Background: an optimization exercise with open tools, aiming at small area, a short achievable clock period and few clock cycles. Do not read the settings as production practice. In this exercise RTL edits were held to simulation tests only and were not proved equivalent to the original. Power is estimated from default activity; no workload was simulated.

## rev 12
// rast_geom
module rast_geom (
    input  wire        clk,
    input  wire        rst,           
    input  wire [47:0] cmd_word,
    input  wire        cmd_valid,
    output wire        cmd_ready,
    input  wire [12:0] rd_addr,
    output wire [7:0]  rd_data
);
export LEC_CHECK = 0
export CAP_MARGIN = 20
export CORE_MARGIN = 2
export CORE_UTILIZATION = 60
export SLEW_MARGIN = 20
create_clock -name core_clock -period 28.0 [get_ports {clk}]
standard.sh (not shown) runs the stock make flow with config.mk's settings and CLKGATE_MAP_FILE= SYNTH_SCRIPT=/design/flow/synth_recipe.tcl, a recipe that flattens the netlist after the stock synthesis.
==> flow/flow/run.sh <==
#!/bin/bash
# The standard layout (standard.sh, standard synthesis unchanged) with:
#  - port buffers of buf_4 instead of the default smallest buffer,
#  - timing repair asked for 15 ns of extra setup slack (the clock stays at
#    the design's period; the repair just works harder on the slow paths),
#  - a clock tree of clkbuf_8 cells over sink clusters of up to 16 flops,
#    without dummy balancing loads.
# make's output goes to standard_flow.log; ORFS keeps each step's log under
# orfs/logs/.
set -euo pipefail
bash standard.sh "BUFFER_PORTS_ARGS=-buffer_cell sky130_fd_sc_hd__buf_4" SETUP_SLACK_MARGIN=14.5 \
  "CTS_ARGS=-sink_clustering_enable -repair_clock_nets -dont_use_dummy_load -buf_list sky130_fd_sc_hd__clkbuf_8 -sink_clustering_size 16 -sink_clustering_max_diameter 60" \
  finish > standard_flow.log 2>&1
Looking at the reports, rev 12 completed the entire flow and the layout it produced met the timing, design-rule and antenna checks.
Testbench counts of rev 12, summed over its fixed seeds: cycles 14,297.
## Diff of input files: rev 13 against rev 12
--- a/flow/flow/run.sh
+++ b/flow/flow/run.sh
@@ -11 +11 @@
-bash standard.sh "BUFFER_PORTS_ARGS=-buffer_cell sky130_fd_sc_hd__buf_4" SETUP_SLACK_MARGIN=14.5 \
+bash standard.sh "BUFFER_PORTS_ARGS=-buffer_cell sky130_fd_sc_hd__buf_4" SETUP_SLACK_MARGIN=15 \
Notes after the runs:
- Every run in the comparison, rev 13 and rev 12, completed the flow with a clean layout.
- Looking at maximum frequency across rev 13 and rev 12, the one that comes out higher is rev 13.
- Changes observed in rev 13 relative to rev 12: routed length on met3 went up, power share of the combinational group went up, final non-filler cell area went up, first-pass GRT wire length went down.
- The worst hold slack on rev 12 is in line with that on rev 13.
- Looking at pin count of the biggest net entering global routing, rev 13 sits above rev 12.
- Going from rev 12 to rev 13, power density normalized to cell area went down 0.29 nW/um^2, met2 track utilization from global routing held.

---

Starting RTL as in the previous note.
export LEC_CHECK = 0
export CAP_MARGIN = 5
export CORE_MARGIN = 2
export CORE_UTILIZATION = 60
export SLEW_MARGIN = 5
create_clock -name core_clock -period 28.0 [get_ports {clk}]
==> flow/flow/run.sh <==
#!/bin/bash
# The standard layout (standard.sh, standard synthesis unchanged) with:
#  - port buffers of buf_4 instead of the default smallest buffer,
#  - timing repair asked for 15 ns of extra setup slack (the clock stays at
#    the design's period; the repair just works harder on the slow paths),
#  - a clock tree of clkbuf_8 cells over sink clusters of up to 16 flops,
#    without dummy balancing loads.
# make's output goes to standard_flow.log; ORFS keeps each step's log under
# orfs/logs/.
set -euo pipefail
bash standard.sh "BUFFER_PORTS_ARGS=-buffer_cell sky130_fd_sc_hd__buf_4" SETUP_SLACK_MARGIN=15 \
  "CTS_ARGS=-sink_clustering_enable -repair_clock_nets -dont_use_dummy_load -buf_list sky130_fd_sc_hd__clkbuf_8 -sink_clustering_size 16 -sink_clustering_max_diameter 60" \
  finish > standard_flow.log 2>&1
Testbench counts at the start, summed over its fixed seeds: cycles 14,297.
Then changed:
==> flow/flow/run.sh (replaced) <==
#!/bin/bash
set -euo pipefail
bash standard.sh "BUFFER_PORTS_ARGS=-buffer_cell sky130_fd_sc_hd__buf_4" SETUP_SLACK_MARGIN=15 \
  "CTS_ARGS=-sink_clustering_enable -repair_clock_nets -dont_use_dummy_load -sink_clustering_size 30 -sink_clustering_max_diameter 100" \
  finish > standard_flow.log 2>&1
--- a/flow/config.mk
+++ b/flow/config.mk
@@ -7,5 +7,5 @@
 export LEC_CHECK = 0
-export CAP_MARGIN = 5
+export CAP_MARGIN = 20
 export CORE_MARGIN = 2
 export CORE_UTILIZATION = 60
-export SLEW_MARGIN = 5
+export SLEW_MARGIN = 20
=> The new run ran to the end with no violations. Sequential power hardly moves. Global-route usage drops by 0.23 points. Design area drops by 0.49%. Power climbs by about 0.5%. Non-clock buffer count drops by 18. Final cell count drops by about 0.8%. Wire length drops by 1.4%. Synthesized cell count is unchanged.

## afterwards: timing with drivers on the ports
In the flow no input, the clock included, has a driving cell. The finished layouts below were timed again as built, in two steps. Step 1: set_driving_cell puts a clkbuf_16 on clk and a buf_2 on each other input, an assumption about the parent block. Step 2 moves the port delays by t, midway between the first and last clock arrival at a register: inputs arrive t later, outputs are due t later. That takes back most of the time a late clock gives input paths. Slacks: ideal ports / drivers / drivers and shift; pairs: ideal ports / drivers.
run | t (ns) | slack for setup (ns) | worst setup path at the end
rev 12 | 0.766 | 14.476 / 14.267 / 14.065 | input to register
rev 13 | 0.760 | 14.556 / 14.365 / 14.365 | input to output
the first run of note 2 | 0.761 | 14.545 / 14.320 / 14.320 | input to output
the second run of note 2 | 0.633 | 14.580 / 14.336 / 14.336 | input to output
After both steps setup and hold are still met in every run listed. The setup slack of rev 12, which loses most, moves by -0.209 ns with the drivers and by -0.411 ns with both steps.
